This is an optimization exercise on Yosys and OpenROAD, whose aim is small area, not a production implementation. The RTL was checked by simulation tests, not by an equivalence proof against the original design. Power figures rest on the tool's default switching activity, not on a simulated workload.

==> flow/design.v <==
module filter_core #(
    parameter NMAX = 32
) (
    input  wire        clk,
    input  wire        rst_n,
    input  wire        cmd_valid,
    output wire        cmd_ready,
    input  wire [23:0] cmd_data,
    output wire        rsp_valid,
    input  wire        rsp_ready,
    output wire [31:0] rsp_data,
    output wire        fault_o
);
    localparam AW = $clog2(NMAX);
    localparam [1:0] M_CONFIG = 2'd0, M_RUN = 2'd1, M_FAULT = 2'd2;
    localparam [7:0] OP_RESET = 8'h01, OP_RDREG = 8'h02, OP_RDW  = 8'h03,
                     OP_RDK   = 8'h04, OP_WSET  = 8'h05, OP_SETN = 8'h10,
                     OP_SETLIM= 8'h11, OP_SETDTH= 8'h12, OP_WPUSH= 8'h13,
                     OP_KPUSH = 8'h14, OP_INIT  = 8'h15, OP_LIM  = 8'h21,
                     OP_MED   = 8'h22, OP_AVG   = 8'h23, OP_SAVG = 8'h24,
                     OP_MAVG  = 8'h25, OP_SMAVG = 8'h26, OP_CSAVG= 8'h27,
                     OP_WSAVG = 8'h28, OP_DITH  = 8'h29;
    localparam [7:0] E_NONE  = 8'h00, E_ILL   = 8'h01, E_MODE  = 8'h02,
                     E_LOCKED= 8'h03, E_IDX   = 8'h04, E_CAP   = 8'h05,
                     E_NLEN  = 8'h06, E_WFILL = 8'h07, E_KLEN  = 8'h08,
                     E_KSUM  = 8'h09, E_DTH   = 8'h0A, E_NTRIM = 8'h0B,
                     E_NOWGT = 8'h0C;
    localparam [2:0] S_IDLE = 3'd0, S_DEC = 3'd1, S_KSUM = 3'd2, S_MED = 3'd3,
                     S_SUM  = 3'd4, S_DIV = 3'd5, S_RESP = 3'd6, S_RST = 3'd7;
    reg [1:0]  mode;
    reg [12:1] err;
    reg [7:0]  fcode;
    reg [23:0] fcmd;
    reg [7:0]  n_r;
    reg [7:0]  limit_r;
    reg [15:0] dth;
    reg [7:0]  wcnt;
    reg [7:0]  kcnt;
    reg        kok;
    reg        dv;
    reg [23:0] acc;
    reg [15:0] kacc;
    reg [7:0]  minr;
    reg [7:0]  maxr;
    reg [7:0]  q1;
    reg [7:0]  res;
    reg [7:0]  dacc;
    reg [7:0]  dcand;
    reg [15:0] dcnt;
    reg [7:0]  wmem [0:NMAX-1];
    reg [7:0]  kmem [0:NMAX-1];
    reg [2:0]  state;
    reg [23:0] cmd_r;
    reg [31:0] rsp_r;
    reg [7:0]  ii;           
    reg [7:0]  jj;           
    reg [7:0]  cnt_lt;
    reg [7:0]  cnt_le;
    reg [23:0] sum_t;        
    reg [7:0]  mn, mx;
    reg        div_stage;    
    reg [23:0] div_dvd;      
    reg [16:0] div_rem;
    reg [15:0] div_dvs;
    reg [4:0]  div_cnt;
    assign cmd_ready = (state == S_IDLE);
    assign rsp_valid = (state == S_RESP);
    assign rsp_data  = rsp_r;
    assign fault_o   = (mode == M_FAULT);
    wire [7:0] op = cmd_r[23:16];
    wire [7:0] fb = cmd_r[15:8];
    wire [7:0] fa = cmd_r[7:0];
    reg legal;
    always @(*) begin
        case (op)
            OP_RESET, OP_MED, OP_AVG, OP_MAVG:
                legal = (fb == 8'd0) && (fa == 8'd0);
            OP_SETN, OP_SETLIM, OP_WPUSH, OP_KPUSH, OP_SAVG, OP_SMAVG,
            OP_CSAVG, OP_WSAVG, OP_DITH:
                legal = (fb == 8'd0);
            OP_RDREG, OP_RDW, OP_RDK:
                legal = (fa == 8'd0);
            OP_WSET, OP_LIM, OP_SETDTH:
                legal = 1'b1;
            OP_INIT:
                legal = (fb == 8'd0) && (fa[7:1] == 7'd0);
            default:
                legal = 1'b0;
        endcase
    end
    wire is_read    = (op == OP_RESET) || (op == OP_RDREG) || (op == OP_RDW) || (op == OP_RDK);
    wire cfg_only   = (op == OP_SETN) || (op == OP_SETLIM) || (op == OP_SETDTH) ||
                      (op == OP_WPUSH) || (op == OP_KPUSH) || (op == OP_INIT);
    wire run_only   = (op >= OP_LIM) && (op <= OP_DITH);
    reg [7:0] dec_fault;
    always @(*) begin
        dec_fault = E_NONE;
        if (!legal)
            dec_fault = E_ILL;
        else if (mode == M_FAULT && !is_read)
            dec_fault = E_LOCKED;
        else if ((mode == M_RUN && cfg_only) || (mode == M_CONFIG && run_only))
            dec_fault = E_MODE;
        else begin
            case (op)
                OP_RDREG: if (fb > 8'h13) dec_fault = E_IDX;
                OP_RDW, OP_WSET: if (fb >= wcnt) dec_fault = E_IDX;
                OP_RDK: if (fb >= kcnt) dec_fault = E_IDX;
                OP_WPUSH: if (wcnt >= NMAX) dec_fault = E_CAP;
                OP_KPUSH: if (kcnt >= NMAX) dec_fault = E_CAP;
                OP_INIT: begin
                    if (n_r < 8'd2 || n_r > NMAX) dec_fault = E_NLEN;
                    else if (wcnt != n_r)         dec_fault = E_WFILL;
                    else if (dth == 16'd0)        dec_fault = E_DTH;
                    else if (fa[0] && kcnt != n_r) dec_fault = E_KLEN;
                end
                OP_MAVG, OP_SMAVG: if (n_r < 8'd3) dec_fault = E_NTRIM;
                OP_WSAVG: if (!kok) dec_fault = E_NOWGT;
                default: ;
            endcase
        end
    end
    reg [23:0] rdreg_val;
    always @(*) begin
        case (fb[4:0])
            5'h00: rdreg_val = NMAX;
            5'h01: rdreg_val = {22'd0, mode};
            5'h02: rdreg_val = {8'd0, 3'd0, err, 1'b0};
            5'h03: rdreg_val = {16'd0, fcode};
            5'h04: rdreg_val = fcmd;
            5'h05: rdreg_val = {16'd0, n_r};
            5'h06: rdreg_val = {16'd0, limit_r};
            5'h07: rdreg_val = {8'd0, dth};
            5'h08: rdreg_val = {16'd0, wcnt};
            5'h09: rdreg_val = {16'd0, kcnt};
            5'h0A: rdreg_val = {22'd0, dv, kok};
            5'h0B: rdreg_val = acc;
            5'h0C: rdreg_val = {8'd0, kacc};
            5'h0D: rdreg_val = {16'd0, minr};
            5'h0E: rdreg_val = {16'd0, maxr};
            5'h0F: rdreg_val = {16'd0, q1};
            5'h10: rdreg_val = {16'd0, res};
            5'h11: rdreg_val = {16'd0, dacc};
            5'h12: rdreg_val = {16'd0, dcand};
            5'h13: rdreg_val = {8'd0, dcnt};
            default: rdreg_val = 24'd0;
        endcase
    end
    wire [7:0] w_newest = wmem[n_r[AW-1:0] - 1'b1];
    wire [7:0] lim_old  = (op == OP_CSAVG) ? w_newest : fb;
    wire [7:0] lim_diff = (fa >= lim_old) ? (fa - lim_old) : (lim_old - fa);
    wire [7:0] lim_out  = (lim_diff > limit_r) ? lim_old : fa;
    reg [7:0]  dith_cand;
    reg [15:0] dith_cnt;
    reg [7:0]  dith_acc0;
    always @(*) begin
        if (!dv) begin
            dith_cand = fa;
            dith_cnt  = 16'd1;
            dith_acc0 = fa;
        end else if (fa == dcand) begin
            dith_cand = dcand;
            dith_cnt  = (dcnt >= dth) ? dth : dcnt + 16'd1;
            dith_acc0 = dacc;
        end else begin
            dith_cand = fa;
            dith_cnt  = 16'd1;
            dith_acc0 = dacc;
        end
    end
    wire [7:0] dith_out = (dith_cnt >= dth) ? dith_cand : dith_acc0;
    wire [7:0] w_i = wmem[ii[AW-1:0]];
    wire [7:0] w_j = wmem[jj[AW-1:0]];
    wire [7:0] k_i = kmem[ii[AW-1:0]];
    wire [7:0] med_m   = (n_r - 8'd1) >> 1;
    wire [7:0] lt_next = cnt_lt + ((w_j <  w_i) ? 8'd1 : 8'd0);
    wire [7:0] le_next = cnt_le + ((w_j <= w_i) ? 8'd1 : 8'd0);
    wire        last_i  = (ii == n_r - 8'd1);
    wire [15:0] prod    = w_i * k_i;
    wire [23:0] sum_next = (op == OP_WSAVG) ? sum_t + {8'd0, prod} : sum_t + {16'd0, w_i};
    wire [7:0]  mn_next = (ii == 8'd0 || w_i < mn) ? w_i : mn;
    wire [7:0]  mx_next = (ii == 8'd0 || w_i > mx) ? w_i : mx;
    wire [16:0] rem_sh  = {div_rem[15:0], div_dvd[23]};
    wire        rem_ge  = (rem_sh >= {1'b0, div_dvs});
    wire [16:0] rem_nx  = rem_ge ? rem_sh - {1'b0, div_dvs} : rem_sh;
    wire [23:0] dvd_nx  = {div_dvd[22:0], rem_ge};
    wire [7:0]  n_m2      = n_r - 8'd2;
    wire [23:0] trim_u    = sum_next - {16'd0, mn_next} - {16'd0, mx_next};
    integer k;
    always @(posedge clk) begin
        if (!rst_n) begin
            state   <= S_RST;
            mode    <= M_CONFIG;
            err     <= 12'd0;
            fcode   <= 8'd0;
            fcmd    <= 24'd0;
            n_r     <= 8'd0;
            limit_r <= 8'd10;
            dth     <= 16'd10;
            wcnt    <= 8'd0;
            kcnt    <= 8'd0;
            kok     <= 1'b0;
            dv      <= 1'b0;
            acc     <= 24'd0;
            kacc    <= 16'd0;
            minr    <= 8'd0;
            maxr    <= 8'd0;
            q1      <= 8'd0;
            res     <= 8'd0;
            dacc    <= 8'd0;
            dcand   <= 8'd0;
            dcnt    <= 16'd0;
            cmd_r   <= 24'd0;
            rsp_r   <= 32'd0;
        end else begin
            case (state)
            S_IDLE: begin
                if (cmd_valid) begin
                    cmd_r <= cmd_data;
                    state <= S_DEC;
                end
            end
            S_DEC: begin
                if (dec_fault != E_NONE) begin
                    err[dec_fault[3:0]] <= 1'b1;
                    if (mode != M_FAULT) begin
                        fcode <= dec_fault;
                        fcmd  <= cmd_r;
                        mode  <= M_FAULT;
                    end
                    rsp_r <= {dec_fault, 24'd0};
                    state <= S_RESP;
                end else begin
                    state <= S_RESP;
                    case (op)
                    OP_RESET: begin
                        mode    <= M_CONFIG;
                        err     <= 12'd0;
                        fcode   <= 8'd0;
                        fcmd    <= 24'd0;
                        n_r     <= 8'd0;
                        limit_r <= 8'd10;
                        dth     <= 16'd10;
                        wcnt    <= 8'd0;
                        kcnt    <= 8'd0;
                        kok     <= 1'b0;
                        dv      <= 1'b0;
                        acc     <= 24'd0;
                        kacc    <= 16'd0;
                        minr    <= 8'd0;
                        maxr    <= 8'd0;
                        q1      <= 8'd0;
                        res     <= 8'd0;
                        dacc    <= 8'd0;
                        dcand   <= 8'd0;
                        dcnt    <= 16'd0;
                        rsp_r   <= 32'd0;
                    end
                    OP_RDREG: rsp_r <= {8'd0, rdreg_val};
                    OP_RDW:   rsp_r <= {24'd0, wmem[fb[AW-1:0]]};
                    OP_RDK:   rsp_r <= {24'd0, kmem[fb[AW-1:0]]};
                    OP_WSET:  rsp_r <= {24'd0, fa};
                    OP_SETN: begin
                        n_r   <= fa;
                        rsp_r <= {24'd0, fa};
                    end
                    OP_SETLIM: begin
                        limit_r <= fa;
                        rsp_r   <= {24'd0, fa};
                    end
                    OP_SETDTH: begin
                        dth   <= {fb, fa};
                        rsp_r <= {16'd0, fb, fa};
                    end
                    OP_WPUSH: begin
                        wcnt  <= wcnt + 8'd1;
                        rsp_r <= {24'd0, wcnt + 8'd1};
                    end
                    OP_KPUSH: begin
                        kcnt  <= kcnt + 8'd1;
                        rsp_r <= {24'd0, kcnt + 8'd1};
                    end
                    OP_INIT: begin
                        if (fa[0]) begin
                            ii    <= 8'd0;
                            sum_t <= 24'd0;
                            state <= S_KSUM;
                        end else begin
                            kacc  <= 16'd0;
                            kok   <= 1'b0;
                            dv    <= 1'b0;
                            mode  <= M_RUN;
                            rsp_r <= {24'd0, n_r};
                        end
                    end
                    OP_LIM: begin
                        res   <= lim_out;
                        rsp_r <= {24'd0, lim_out};
                    end
                    OP_DITH: begin
                        dv    <= 1'b1;
                        dcand <= dith_cand;
                        dcnt  <= dith_cnt;
                        dacc  <= dith_out;
                        res   <= dith_out;
                        rsp_r <= {24'd0, dith_out};
                    end
                    OP_MED: begin
                        ii     <= 8'd0;
                        jj     <= 8'd0;
                        cnt_lt <= 8'd0;
                        cnt_le <= 8'd0;
                        state  <= S_MED;
                    end
                    default: begin
                        ii    <= 8'd0;
                        sum_t <= 24'd0;
                        state <= S_SUM;
                    end
                    endcase
                end
            end
            S_KSUM: begin
                sum_t <= sum_t + {16'd0, kmem[ii[AW-1:0]]};
                ii    <= ii + 8'd1;
                if (ii == n_r) begin
                    if (sum_t == 24'd0) begin
                        err[E_KSUM[3:0]] <= 1'b1;
                        fcode <= E_KSUM;
                        fcmd  <= cmd_r;
                        mode  <= M_FAULT;
                        rsp_r <= {E_KSUM, 24'd0};
                    end else begin
                        kacc  <= sum_t[15:0];
                        kok   <= 1'b1;
                        dv    <= 1'b0;
                        mode  <= M_RUN;
                        rsp_r <= {24'd0, n_r};
                    end
                    state <= S_RESP;
                end
            end
            S_MED: begin
                if (jj == n_r - 8'd1) begin
                    if (lt_next <= med_m && med_m < le_next) begin
                        res   <= w_i;
                        rsp_r <= {24'd0, w_i};
                        state <= S_RESP;
                    end else begin
                        ii <= ii + 8'd1;
                    end
                    jj     <= 8'd0;
                    cnt_lt <= 8'd0;
                    cnt_le <= 8'd0;
                end else begin
                    jj     <= jj + 8'd1;
                    cnt_lt <= lt_next;
                    cnt_le <= le_next;
                end
            end
            S_SUM: begin
                sum_t <= sum_next;
                mn    <= mn_next;
                mx    <= mx_next;
                ii    <= ii + 8'd1;
                if (last_i) begin
                    acc       <= sum_next;
                    div_stage <= 1'b0;
                    div_rem   <= 17'd0;
                    div_cnt   <= 5'd0;
                    state     <= S_DIV;
                    case (op)
                    OP_MAVG, OP_SMAVG: begin
                        minr    <= mn_next;
                        maxr    <= mx_next;
                        div_dvd <= trim_u + {17'd0, n_m2[7:1]};
                        div_dvs <= {8'd0, n_m2};
                    end
                    OP_WSAVG: begin
                        div_dvd <= sum_next + {9'd0, kacc[15:1]};
                        div_dvs <= kacc;
                    end
                    default: begin
                        div_dvd <= sum_next + {17'd0, n_r[7:1]};
                        div_dvs <= {8'd0, n_r};
                    end
                    endcase
                end
            end
            S_DIV: begin
                div_rem <= rem_nx;
                div_dvd <= dvd_nx;
                div_cnt <= div_cnt + 5'd1;
                if (div_cnt == 5'd23) begin
                    if (op == OP_WSAVG && !div_stage) begin
                        q1        <= dvd_nx[7:0];
                        div_stage <= 1'b1;
                        div_rem   <= 17'd0;
                        div_cnt   <= 5'd0;
                        div_dvd   <= {16'd0, dvd_nx[7:0]} + {17'd0, n_r[7:1]};
                        div_dvs   <= {8'd0, n_r};
                    end else begin
                        res   <= dvd_nx[7:0];
                        rsp_r <= {24'd0, dvd_nx[7:0]};
                        state <= S_RESP;
                    end
                end
            end
            S_RESP: begin
                if (rsp_ready)
                    state <= S_IDLE;
            end
            default: state <= S_IDLE;    
            endcase
        end
    end
    always @(posedge clk) begin
        if (rst_n && state == S_DEC && dec_fault == E_NONE) begin
            case (op)
            OP_WSET:  wmem[fb[AW-1:0]]   <= fa;
            OP_WPUSH: wmem[wcnt[AW-1:0]] <= fa;
            OP_KPUSH: kmem[kcnt[AW-1:0]] <= fa;
            OP_SAVG, OP_SMAVG, OP_CSAVG, OP_WSAVG: begin
                for (k = 0; k < NMAX - 1; k = k + 1)
                    if (k < n_r - 1)
                        wmem[k] <= wmem[k+1];
                wmem[n_r[AW-1:0] - 1'b1] <= (op == OP_CSAVG) ? lim_out : fa;
            end
            default: ;
            endcase
        end
    end
endmodule
==> flow/run.sh <==
#!/bin/bash
# synth_recipe.tcl (not shown) runs the flow's synth.tcl, then flattens the netlist and writes it again
# the make line also repeats each setting of config.mk as NAME=value (left out here)
make -C /OpenROAD-flow-scripts/flow DESIGN_CONFIG=/design/flow/config.mk WORK_HOME=/design/flow/orfs CLKGATE_MAP_FILE= SYNTH_SCRIPT=/design/flow/synth_recipe.tcl finish
==> flow/config.mk <==
export PLATFORM = sky130hd
export DESIGN_NAME = filter_core
export DESIGN_NICKNAME = filter_core
export VERILOG_FILES = /design/flow/design.v
export SDC_FILE = /design/flow/constraint.sdc
export NUM_CORES = 4
export LEC_CHECK = 0
export CAP_MARGIN = 20
export CORE_MARGIN = 2
export CORE_UTILIZATION = 40
export SLEW_MARGIN = 20
==> flow/constraint.sdc <==
create_clock -name core_clock -period 12.0 [get_ports {clk}]
set_input_delay 2.4000 -clock core_clock [delete_from_list [all_inputs] [get_ports {clk}]]
set_output_delay 2.4000 -clock core_clock [all_outputs]
set_load 0.01 [all_outputs]
==> flow_metrics.env <==
export IMPL_clock_path_buffers=3
export IMPL_overflow=0
export IMPL_hold_end="rsp_r[21]"
export IMPL_synth_cell_types=95
export IMPL_ant_nets=0
export IMPL_seq_area_frac_synth_pct=39.5
export IMPL_max_freq_ghz=0.0957
export IMPL_synth_edf_count=646
export IMPL_postCtsSetupBuffers=0
export IMPL_crit_type="reg -> reg"
export IMPL_hold_slack_ps=451
export IMPL_hold_path_class="reg -> reg"
export IMPL_syn_cell_area_um2=62700
export IMPL_ys_seq_elements=912
export IMPL_dpl_hpwl_um=176000
export IMPL_vias=49800
export IMPL_fin_worst_skew_ps=84.3
export IMPL_peakVddDrop_v=0.000118
export IMPL_clkLatencyLatePin_ps=790
export IMPL_root_buffer="clkbuf_16"
export IMPL_avgSynthCellArea_um2=11.4
export IMPL_status="finished clean"
export IMPL_hp_start="rsp_r[21]"
export IMPL_netlist_area_leader_share_pct=31.0
export IMPL_rsz0062_at_grt="false"
export IMPL_cap_violations=0
export IMPL_fin_crit_ps=10450
export IMPL_netlist_top_cells_count="646 x edfxtp_1, 474 x mux4_2, 436 x nor2_1"
export IMPL_wirelength_um=241000
export IMPL_drive_gt1_share_pct=22.3
export IMPL_yosysMostFrequentCell="edfxtp_1"
export IMPL_crit_fanout=31
export IMPL_grt_pass1_wl_um=345000
export IMPL_synth_main_ff_cell="edfxtp_1"
export IMPL_antenna_found_initial=6
export IMPL_cp_data_arrival_time_ps=10940
export IMPL_fin_nets=5833
export IMPL_worst_path_max_delay_cell="dfxtp_4"
export IMPL_swShare_pct=33.7
export IMPL_synthTopCellsByArea="edfxtp_1 31%, mux4_2 17%, dfxtp_1 8.5%, ha_1 5.3%, mux2_2 5.1%"
export IMPL_reg2reg_depth=30
export IMPL_r2r_end="div_dvd[20]"
export IMPL_initial_core_util_pct=40.2
export IMPL_route_met2_wl_um=107000
export IMPL_intPower_mw=6.60
export IMPL_gp_congestion=0.999
export IMPL_first_pass_iters=6
export IMPL_final_setup_viol_count=0
export IMPL_ios=63
export IMPL_drtIter0Drc=6927
export IMPL_dieWidth_um=400
export IMPL_power_density_nw_per_um2=143
export IMPL_rrSetupSlack_ps=1550
export IMPL_p_comb_share_pct=27.7
export IMPL_port_buffers=58
export IMPL_end_kind="flip-flop"
export IMPL_route_detailed_drc=0
export IMPL_worstMarginPinSlew_ps=1160
export IMPL_clkSlewWorstSetupHoldPaths_ps=60
export IMPL_seq_power_share_pct=37.6
export IMPL_synth_area_leader_cell="edfxtp_1"
export IMPL_whs_path_depth=2
export IMPL_wl_met3_um=25600
export IMPL_drt_met1_wl_um=94900
export IMPL_syn_inst=5491
export IMPL_cts_sinks=912
export IMPL_period_share_pct=87.1
export IMPL_crit_required_ps=12490
export IMPL_yosysWarnings=1
export IMPL_topRoutingLayerUsed="met5"
export IMPL_rows=145
export IMPL_vias_per_cell=6.54
export IMPL_die_h_um=400
export IMPL_grt_max_degree=119
export IMPL_worstSetupStartpointType="flip-flop"
export IMPL_hold_buffers=0
export IMPL_wl_per_cell_um=31.6
export IMPL_postCtsResizedCells=0
export IMPL_drv_slew=0
export IMPL_cts_made_buffers=105
export IMPL_tns_ps=0
export IMPL_slew_headroom_pct=22.1
export IMPL_grt_pass1_vias=47500
export IMPL_clock_power_share_pct=34.7
export IMPL_grt_use_total_pct=29.7
export IMPL_cts_tree="built"
export IMPL_core_area_um2=156000
export IMPL_max_stage_delay_ps=800
export IMPL_synthArstFlopShare_pct=0
export IMPL_p_sw_mw=3.36
export IMPL_power_leakage_nw=24.3
export IMPL_syn_to_final_growth_pct=11.4
export IMPL_hold_violations=0
export IMPL_dieArea_um2=160000
export IMPL_htree_levels=3
==> routing by layer <==
| layer | global-route usage [%] | vias to the layer above |
|---|---|---|
| li1 | - | 21000 |
| met1 | 40.0 | 25100 |
| met2 | 45.3 | 3117 |
| met3 | 6.69 | 588 |
| met4 | 14.6 | 6 |
| met5 | 0 | - |
==> cell type report <==
class                      instances  area, um^2
sequential                       912       24800
fill                           14300       86000
multi-input combinational       3923       35700
clock buffer                     126        2840
antenna                            1        2.50
inverter                         291        1100
tap                             2058        2570
timing repair buffer             234        1980
clock inverter                    73         846
==> worst max path at each step <==
stage,to,slack (ps),start,depth (start not counted)
6_report,div_dvd[20],1550,flip-flop,30
5_1_grt,div_dvd[20],890,flip-flop,30
4_1_cts,div_dvd[20],1580,flip-flop,30
3_5_place_dp,div_dvd[20],1590,flip-flop,30
3_3_place_gp,div_dvd[20],1660,flip-flop,30
2_1_floorplan,div_dvd[20],2050,flip-flop,34
==> stage by stage <==
stage,cells,setup WS [ps],instance area [um^2],utilization [%],power [mW]
2_1_floorplan,5494,2050,62700,-,5.63
3_3_place_gp,7410,1660,66000,42.4,6.49
3_5_place_dp,7412,1590,66100,42.4,6.52
4_1_cts,7611,1580,69700,44.8,9.97
5_1_grt,7617,894,69800,44.8,10.4
6_report,7618,1550,69800,44.8,9.96
==> critical path, delay by kind of cell, from the launching register on <==
family                     cells  cell delay [ps]
muxes                          3             1440
AOI/OAI and AO/OA              7             2170
buffers and inverters          5              860
xor gates and xnor gates       1              160
adders and majority gates      8             3320
DFF                            1              800
and+or+nand+nor                6             1360
==> placed cells by master (no fill, tap or decap), drive strengths merged, types with 46 or more instances in the layout <==
| cell type | n |
|---|---|
| ha | 266 |
| nand2 | 399 |
| nor3 | 86 |
| mux4 | 474 |
| a211oi | 51 |
| a22oi | 107 |
| nand3 | 154 |
| buf | 176 |
| o21ai | 218 |
| nor2 | 440 |
| nand4 | 55 |
| a31oi | 52 |
| xnor2 | 132 |
| a21oi | 293 |
| inv | 300 |
| clkbuf | 127 |
| nor2b | 52 |
| xor2 | 72 |
| clkdlybuf4s50 | 57 |
| a22o | 52 |
| o22ai | 51 |
| dfxtp | 266 |
| edfxtp | 646 |
| and3 | 46 |
| mux2i | 85 |
| fa | 72 |
| mux2 | 283 |
==> logic make-up (layout without fill, tap and decap cells) <==
group | after synthesis | after routing | synth area share (%)
simple gates | 1428 | 1428 | 10.7
compound gates | 1102 | 1102 | 11.6
flops | 912 | 912 | 39.5
mux | 842 | 842 | 23.5
buf+inv | 659 | 724 | 4.09
fa+ha+maj | 338 | 338 | 7.61
xor+xnor | 209 | 209 | 3.05
other cells | 1 | 5 | 0.00598
==> flip-flops by register name, indices dropped and copies added, names as in the netlist, 12 cells and up, named ones only <==
name	count
acc	24
cmd_r	24
dcnt	16
div_dvd	24
div_dvs	16
div_rem	16
dth	16
err	12
fcmd	24
kacc	16
kmem	256
rsp_r	28
sum_t	24
wmem	256
==> power groups by stage <==
stage	sequential, mW	clock, mW	combinational (mW)
6_report	3.74	3.46	2.76
5_1_grt	3.76	3.62	3.00
4_1_cts	3.74	3.50	2.73
3_5_place_dp	3.80	0	2.72
3_3_place_gp	3.80	0	2.69
2_1_floorplan	3.63	0	2.00

[what the ideal ports hide]
The flow's constraints put no driver on any port. The routed layout listed below was extracted and timed again, unchanged, in two steps.
Step 1: set_driving_cell puts a clkbuf_16 on clk and a buf_2 on each other input, an assumption about the parent block.
Step 2 also shifts input and output timing later by t, the mid clock arrival at the registers, as if the neighbouring blocks saw the same clock.
Three values: no drivers, after step 1, after step 2; two values: the first two.
shift t [ns]: 0.830
slack for setup (ns): 1.553 / 1.553 / 1.553
pins driven straight from the clock port: 1
After both steps this run still meets setup and hold. For this run, drivers alone change the setup slack by 0.000 ns; drivers and shift together by 0.000 ns.
